Context: an optimization exercise on an open-source flow, tuned for small area, a short achievable clock period and few clock cycles. The choices shown serve that exercise and are no tape-out recipe. At most, simulation tests tie the RTL to the original design; equivalence was not proved. No activity file was given, so power comes from the tool's default toggle rates.

==> garnet: inputs <==
Design stepstick_motion, start of the top module:
module stepstick_motion (
    input  wire        clk,
    input  wire        rst,           
    input  wire        cmd_valid,
    output wire        cmd_ready,
    input  wire [1:0]  cmd_op,
    input  wire [31:0] cmd_arg,
    output reg         rsp_valid,
    output wire [7:0]  rsp_status,
    output wire [47:0] rsp_data
);
clock: 7.0 ns
lec_check: 0
abc_area: 1
cap_margin: 30
core_margin: 2
core_utilization: 50
place_density: 0.7
setup_slack_margin: 2.5
slew_margin: 30
run.sh (not shown) runs the stock make flow with config.mk's settings and CLKGATE_MAP_FILE= SYNTH_SCRIPT=/design/flow/synth_recipe.tcl, a recipe that flattens the netlist after the stock synthesis.
==> delta (differences from garnet) <==
--- a/flow/design.v
+++ b/flow/design.v
@@ -32,66 +32,52 @@
     reg [1:0]  op;
     reg [31:0] mr;       
     reg        ob;       
     reg [35:0] S;        
     reg [35:0] C;        
-    reg [7:0]  lS, lC;   
-    reg        ln;       
+    reg [1:0]  cy;       
     reg [4:0]  cnt;
     reg [5:0]  ix;       
     reg [1:0]  tp;       
-    reg [7:0]  Ut;       
     reg        p;        
     reg [1:0]  dif;      
     reg [2:0]  dpv;      
     reg [1:0]  tpv;      
     reg        pend;     
     reg        s2, s01;  
     assign cmd_ready  = rdy;
     assign rsp_status = {5'd0, s2, s01, s01};
     assign rsp_data   = {13'd0, S[34:0]};
-    function [2:0] bdec(input [2:0] b);
-        bdec = {b[2], (b[2] & ~b[1] & ~b[0]) | (~b[2] & b[1] & b[0]), b[1] ^ b[0]};
-    endfunction
-    function [11:0] bdec4(input [8:0] b);
-        bdec4 = {bdec(b[8:6]), bdec(b[6:4]), bdec(b[4:2]), bdec(b[2:0])};
-    endfunction
-    function [37:0] bsel(input [2:0] d, input [34:0] x);
+    function [37:0] bsel(input [2:0] b, input [34:0] x);
+        reg one, two, neg;
         reg [35:0] mag;
         begin
-            mag = d[0] ? {1'b0, x} : (d[1] ? {x, 1'b0} : 36'd0);
-            bsel = {d[2], ~d[2], d[2] ? ~mag : mag};
+            one = b[1] ^ b[0];
+            two = (b[2] & ~b[1] & ~b[0]) | (~b[2] & b[1] & b[0]);
+            neg = b[2];
+            mag = one ? {1'b0, x} : (two ? {x, 1'b0} : 36'd0);
+            bsel = {neg, ~neg, neg ? ~mag : mag};
         end
     endfunction
-    reg  [11:0] bd;      
-    wire [37:0] be0 = bsel(bd[2:0], cc);
-    wire [37:0] be1 = bsel(bd[5:3], cc);
-    wire [37:0] be2 = bsel(bd[8:6], cc);
-    wire [37:0] be3 = bsel(bd[11:9], cc);
-    wire [9:0]  low = {2'd0, lS} + {2'd0, lC} + {3'd0, ln, 6'd0};
-    wire        cya = low[9] | low[8];      
-    wire        cyb = low[9];
-    wire [43:0] oa = {8'd0, S};
-    wire [43:0] ob_ = {8'd0, C};
-    wire [43:0] oc = {7'd0, be0[36:0]};
-    wire [43:0] od = {5'd0, be1[36:0], 1'b0, be0[37]};
-    wire [43:0] oe = {3'd0, be2[36:0], 1'b0, be1[37], 2'b00};
-    wire [43:0] of = {1'b0, be3[36:0], 1'b0, be2[37], 4'd0};
-    wire [43:0] sa = oa ^ ob_ ^ oc;
-    wire [43:0] ca = {((oa & ob_) | (oa & oc) | (ob_ & oc)), 1'b0};
-    wire [43:0] sb = od ^ oe ^ of;
-    wire [43:0] cb = {((od & oe) | (od & of) | (oe & of)), cyb};
-    wire [43:0] sc = sa ^ ca ^ sb;
-    wire [43:0] ccv = {((sa & ca) | (sa & sb) | (ca & sb)), cya};
-    wire [43:0] s2v = sc ^ ccv ^ cb;
-    wire [43:0] c2s = {((sc & ccv) | (sc & cb) | (ccv & cb)), 1'b0};
-    wire [35:0] fs  = S ^ C ^ KK;
-    wire [35:0] fc  = {((S & C) | (S & KK) | (C & KK)), cyb};
-    wire [24:0] wlo = {1'b0, fs[23:0]} + {1'b0, fc[23:0]} + {24'd0, cya};
-    wire [11:0] fsh = fs[35:24];
-    wire [11:0] fch = fc[35:24];
-    wire        v_ovf = ((fsh ^ fch) != {fsh[10:0] | fch[10:0], wlo[24]});
+    wire [37:0] be0 = bsel({mr[1], mr[0], ob}, cc);
+    wire [37:0] be1 = bsel({mr[3], mr[2], mr[1]}, cc);
+    wire [39:0] l1a = {4'd0, S};
+    wire [39:0] l1b = {4'd0, C};
+    wire [39:0] l1c = {3'd0, be0[36:0]};
+    wire [39:0] s1  = l1a ^ l1b ^ l1c;
+    wire [39:0] c1  = (l1a & l1b) | (l1a & l1c) | (l1b & l1c);
+    wire [39:0] l2b = {c1[38:0], cy[0]};
+    wire [39:0] l2c = {1'b0, be1[36:0], cy[1], be0[37]};
+    wire [39:0] s2v = s1 ^ l2b ^ l2c;
+    wire [39:0] c2v = (s1 & l2b) | (s1 & l2c) | (l2b & l2c);
+    wire [39:0] c2s = {c2v[38:0], 1'b0};
+    wire [5:0]  low = {2'd0, s2v[3:0]} + {2'd0, c2s[3:0]} + {3'd0, be1[37], 2'b00};
+    wire [35:0] kc  = KK | {34'd0, cy};
+    wire [35:0] fs  = S ^ C ^ kc;
+    wire [35:0] fc  = {((S & C) | (S & kc) | (C & kc)), 1'b0};
+    wire [35:0] wv  = fs + fc;
+    wire        v_ovf = |wv[35:24];
     reg  [5:0]  hr1;
     always @(*) begin
         hr1 = 6'd0;
         case (cmd_arg[31:26])
             6'd0: hr1 = 6'd0;
@@ -170,14 +156,12 @@
     wire [7:0]  A3  = {ob, mr[31:25]};
     wire [23:0] q   = {C[35:19], S[35:29]};
     wire [5:0]  Rt  = S[28:23];
     wire [3:0]  Pt  = S[22:19];
     wire [18:0] Ls  = S[18:0];
-    wire [7:0]  A30 = {2'd0, At0} + {1'b0, At0, 1'b0};
-    wire [5:0]  Atx = (st == S_FIRST) ? At0 : At;
-    wire [7:0]  A3x = (st == S_FIRST) ? A30 : A3;
-    wire [7:0]  Utn = tpn[1] ? (tpn[0] ? A3x : {1'b0, Atx, 1'b0}) : (tpn[0] ? {2'b0, Atx} : 8'd0);
+    wire [18:0] Lc  = C[18:0];
+    wire [7:0]  Ut  = tp[1] ? (tp[0] ? A3 : {1'b0, At, 1'b0}) : (tp[0] ? {2'b0, At} : 8'd0);
     wire [8:0]  T9  = {1'b0, Rt, 2'b00} + {3'b0, Pt, 2'b00} + {1'b0, Ut};
     reg  [2:0]  ad;
     reg  [5:0]  atr;
     always @(*) begin
         if      (T9 >= 9'd315) begin ad = 3'd7; atr = T9 - 9'd315; end
@@ -187,20 +171,27 @@
         else if (T9 >= 9'd135) begin ad = 3'd3; atr = T9 - 9'd135; end
         else if (T9 >= 9'd90)  begin ad = 3'd2; atr = T9 - 9'd90;  end
         else if (T9 >= 9'd45)  begin ad = 3'd1; atr = T9 - 9'd45;  end
         else                   begin ad = 3'd0; atr = T9[5:0];     end
     end
-    wire [21:0] lsum = {1'b0, Ls, 2'b00} + (tp[1] ? {2'd0, Al, 1'b0} : 22'd0)
-                     + (tp[0] ? {3'd0, Al} : 22'd0);
-    wire [3:0]  ptn = {1'b0, lsum[21:19]};
+    wire [22:0] o1  = {2'd0, Ls, 2'b00};
+    wire [22:0] o2  = {2'd0, Lc, 2'b00};
+    wire [22:0] o3  = tp[1] ? {3'd0, Al, 1'b0} : 23'd0;
+    wire [22:0] o4  = tp[0] ? {4'd0, Al} : 23'd0;
+    wire [22:0] x1  = o1 ^ o2 ^ o3;
+    wire [22:0] y1  = {((o1 & o2) | (o1 & o3) | (o2 & o3)), 1'b0};
+    wire [22:0] x2  = x1 ^ y1 ^ o4;
+    wire [22:0] y2  = {((x1 & y1) | (x1 & o4) | (y1 & o4)), 1'b0};
+    wire [3:0]  ptn = x2[22:19] + y2[22:19];
     wire [23:0] qa  = q + {21'd0, p, 2'b00};
     wire [23:0] qn  = {qa[21:0], ad[1:0]};
     wire [4:0]  dval = {1'b0, dif, 2'b00} + {3'd0, tpv} - {2'd0, dpv};
     wire [1:0]  dupd = pend ? ((dval >= 5'd3) ? 2'd3 : dval[1:0]) : dif;
-    wire [1:0]  u    = {1'b0, Ls[18]};
+    wire [19:0] lsum = {1'b0, Ls} + {1'b0, Lc};
     wire [6:0]  vt   = {1'b0, Rt} + {3'd0, Pt};
-    wire        rnd  = (vt >= 7'd23) | ((u != 2'd0) & (vt >= 7'd22)) | ((u == 2'd3) & (vt >= 7'd21));
+    wire [8:0]  v2u  = {1'b0, vt, 1'b0} + {7'd0, lsum[19:18]};
+    wire        rnd  = v2u >= 9'd45;
     wire [23:0] qb   = qa + 24'd1;
     wire        czero = (dupd == {1'b0, rnd});
     function sbit(input [15:0] s, input [5:0] k);
         sbit = k[5] ? 1'b0 : s[k[3:0]];
     endfunction
@@ -224,27 +215,26 @@
     wire [1:0]  dd   = !t3[23] ? 2'd3 : !t2[23] ? 2'd2 : !t1[23] ? 2'd1 : 2'd0;
     wire [20:0] rn   = !t3[23] ? t3[20:0] : !t2[23] ? t2[20:0] : !t1[23] ? t1[20:0] : r4[20:0];
     wire [3:0]  msn  = (op == OP_INIT) ? 4'd8 : mr[3:0];
     wire [15:0] sv   = (op == OP_INIT) ? mr[15:0] : steps;
     always @(posedge clk) begin
-        begin
+        if (rst) begin
+            rdy       <= 1'b1;
+            hs        <= 1'b0;
+            rsp_valid <= 1'b0;
+        end else begin
             rsp_valid <= 1'b0;
             if (rdy) begin
                 op  <= cmd_op;
                 mr  <= (cmd_op == OP_ANGLE) ? {1'b0, hr1, hr2, cmd_arg[18:0]} : cmd_arg;
                 ob  <= 1'b0;
-                bd  <= bdec4({cmd_arg[7:0], 1'b0});
                 S   <= {4'd0, ~cmd_arg[31], {31{cmd_arg[31]}}};
                 C   <= 36'd0;
-                lS  <= 8'd0;
-                lC  <= 8'd0;
-                ln  <= 1'b0;
+                cy  <= 2'd0;
                 st  <= S_FIRST;
                 if (cmd_valid) rdy <= 1'b0;
             end else begin
-                S <= s2v[43:8];
-                C <= c2s[43:8];
                 case (op)
                 OP_INIT, OP_MICROSTEP: begin
                     if (st == S_FIRST) begin
                         if (op == OP_MICROSTEP && !hs) begin
                             rsp_valid <= 1'b1; s2 <= 1'b0; s01 <= 1'b1; rdy <= 1'b1;
@@ -280,22 +270,20 @@
                 end
                 OP_SPEED: begin
                     if (st == S_FIRST && !hs) begin
                         rsp_valid <= 1'b1; s2 <= 1'b0; s01 <= 1'b1; rdy <= 1'b1;
                     end else if (st == S_FIN) begin
-                        S <= {12'd0, ~wlo[23], wlo[22:0]};
+                        S <= {12'd0, ~wv[23], wv[22:0]};
                         rsp_valid <= 1'b1; s2 <= v_ovf; s01 <= 1'b0; rdy <= 1'b1;
                     end else begin
-                        S   <= s2v[43:8];
-                        C   <= c2s[43:8];
-                        lS  <= s2v[7:0];
-                        lC  <= c2s[7:0];
-                        ln  <= be3[37];
-                        mr  <= {8'd0, mr[31:8]};
-                        bd  <= bdec4(mr[15:7]);
+                        S   <= s2v[39:4];
+                        C   <= c2s[39:4];
+                        cy  <= low[5:4];
+                        mr  <= {4'b0000, mr[31:4]};
+                        ob  <= mr[3];
                         if (st == S_FIRST) begin
-                            cnt <= 5'd3;
+                            cnt <= 5'd7;
                             st  <= S_RUN;
                         end else begin
                             cnt <= cnt - 5'd1;
                             if (cnt == 5'd1) st <= S_FIN;
                         end
@@ -304,47 +292,40 @@
                 default: begin  
                     if (st == S_FIRST) begin
                         if (!hs) begin
                             rsp_valid <= 1'b1; s2 <= 1'b0; s01 <= 1'b1; rdy <= 1'b1;
                         end else begin
-                            {ob, mr[31:25]} <= A30;
+                            {ob, mr[31:25]} <= {2'd0, At0} + {1'b0, At0, 1'b0};
                             mr[24:19] <= At0;
                             S   <= (snz & nb[0]) ? {17'd0, Al} : 36'd0;
                             S[28:23] <= (snz & nb[0]) ? At0 : 6'd0;
                             C   <= 36'd0;
                             p   <= 1'b0;
                             dif <= {1'b0, snz & nb[0]};
                             pend <= 1'b0;
                             ix  <= ixn;
                             tp  <= tpn;
-                            Ut  <= Utn;
                             cnt <= nb[4:1];
                             st  <= (snz && nb[4:1] != 4'd0) ? S_RUN : S_FIN;
                         end
                     end else if (st == S_RUN) begin
-                        S   <= {qn[6:0], atr, ptn, lsum[18:0]};
-                        C   <= {qn[23:7], 19'd0};
+                        S   <= {qn[6:0], atr, ptn, x2[18:0]};
+                        C   <= {qn[23:7], y2[18:0]};
                         p   <= ad[2];
                         dif <= dupd;
                         dpv <= ad;
                         tpv <= tp;
                         pend <= 1'b1;
                         ix  <= ixn;
                         tp  <= tpn;
-                        Ut  <= Utn;
                         cnt <= cnt - 5'd1;
                         if (cnt == 5'd1) st <= S_FIN;
                     end else begin
                         S <= czero ? 36'd0 : {12'd0, rnd ? qb : qa};
                         rsp_valid <= 1'b1; s2 <= 1'b0; s01 <= 1'b0; rdy <= 1'b1;
                     end
                 end
                 endcase
             end
         end
-        if (rst) begin
-            rdy       <= 1'b1;
-            hs        <= 1'b0;
-            rsp_valid <= 1'b0;
-        end
     end
 endmodule
- ABC_AREA: 1 -> default
- CAP_MARGIN: 30 -> 20
- CORE_UTILIZATION: 50 -> 40
- PLACE_DENSITY: 0.7 -> 0.6
- SETUP_SLACK_MARGIN: 2.5 -> default
- SLEW_MARGIN: 30 -> 20
==> impl_results.md <==
* Run status: no timing/DRC/antenna violations
* Detailed Route WL at 91300 µm
* Hold Path Depth at 1
* Net switching power at ~3.7 mW
* Avg Inst Size Synth at 8.67 µm²
* Tmin final at 5.87 ns
(the above is from delta)
==> impl_results.md <==
* Detailed Route WL at 113000 µm
* Hold Path Depth at 2
* Avg Inst Size Synth at 7.12 µm²
* Run status: no timing/DRC/antenna violations
* Crit. Startpoint: bd[9]$_DFFE_PP_
* Final setup violation count at 0
* Tmin final at around 4.4 ns
* Setup repair bufs after CTS at 0
* Share of cells above drive strength 1 at 5.10%
(the above is from garnet)
Testbench counts of garnet, summed over its fixed seeds: cycles 26,747.
No functional check of the RTL was part of delta.

## re-timing with driven ports
The flow's constraints put no driver on any port. The routed layouts listed below were extracted and timed again, unchanged, in two steps.
Step 1 assumes that a clkbuf_16 drives the clock port and a buf_2 every other input.
Step 2, shift: input delay + t, output delay - t, t = (earliest + latest rising clock arrival at the registers) / 2. This alone moves slack from input paths to output paths.
a / b / c = ideal / step 1 / step 2; a / b = the first two.
run | t, ns | setup WS [ns] | worst register clock-pin slew, ns | worst slew at a driven data input, ns | cell pins on the clock port's net
garnet | 0.661 | 2.629 / 2.629 / 2.562 | 0.07 / 0.07 | 0.07 | 1
delta | 0.542 | 1.130 / 1.130 / 1.130 | 0.10 / 0.10 | 0.04 | 1
After both steps every run listed still meets setup and hold. For garnet, which loses most, drivers alone change the setup slack by 0.000 ns; drivers and shift together by -0.067 ns.
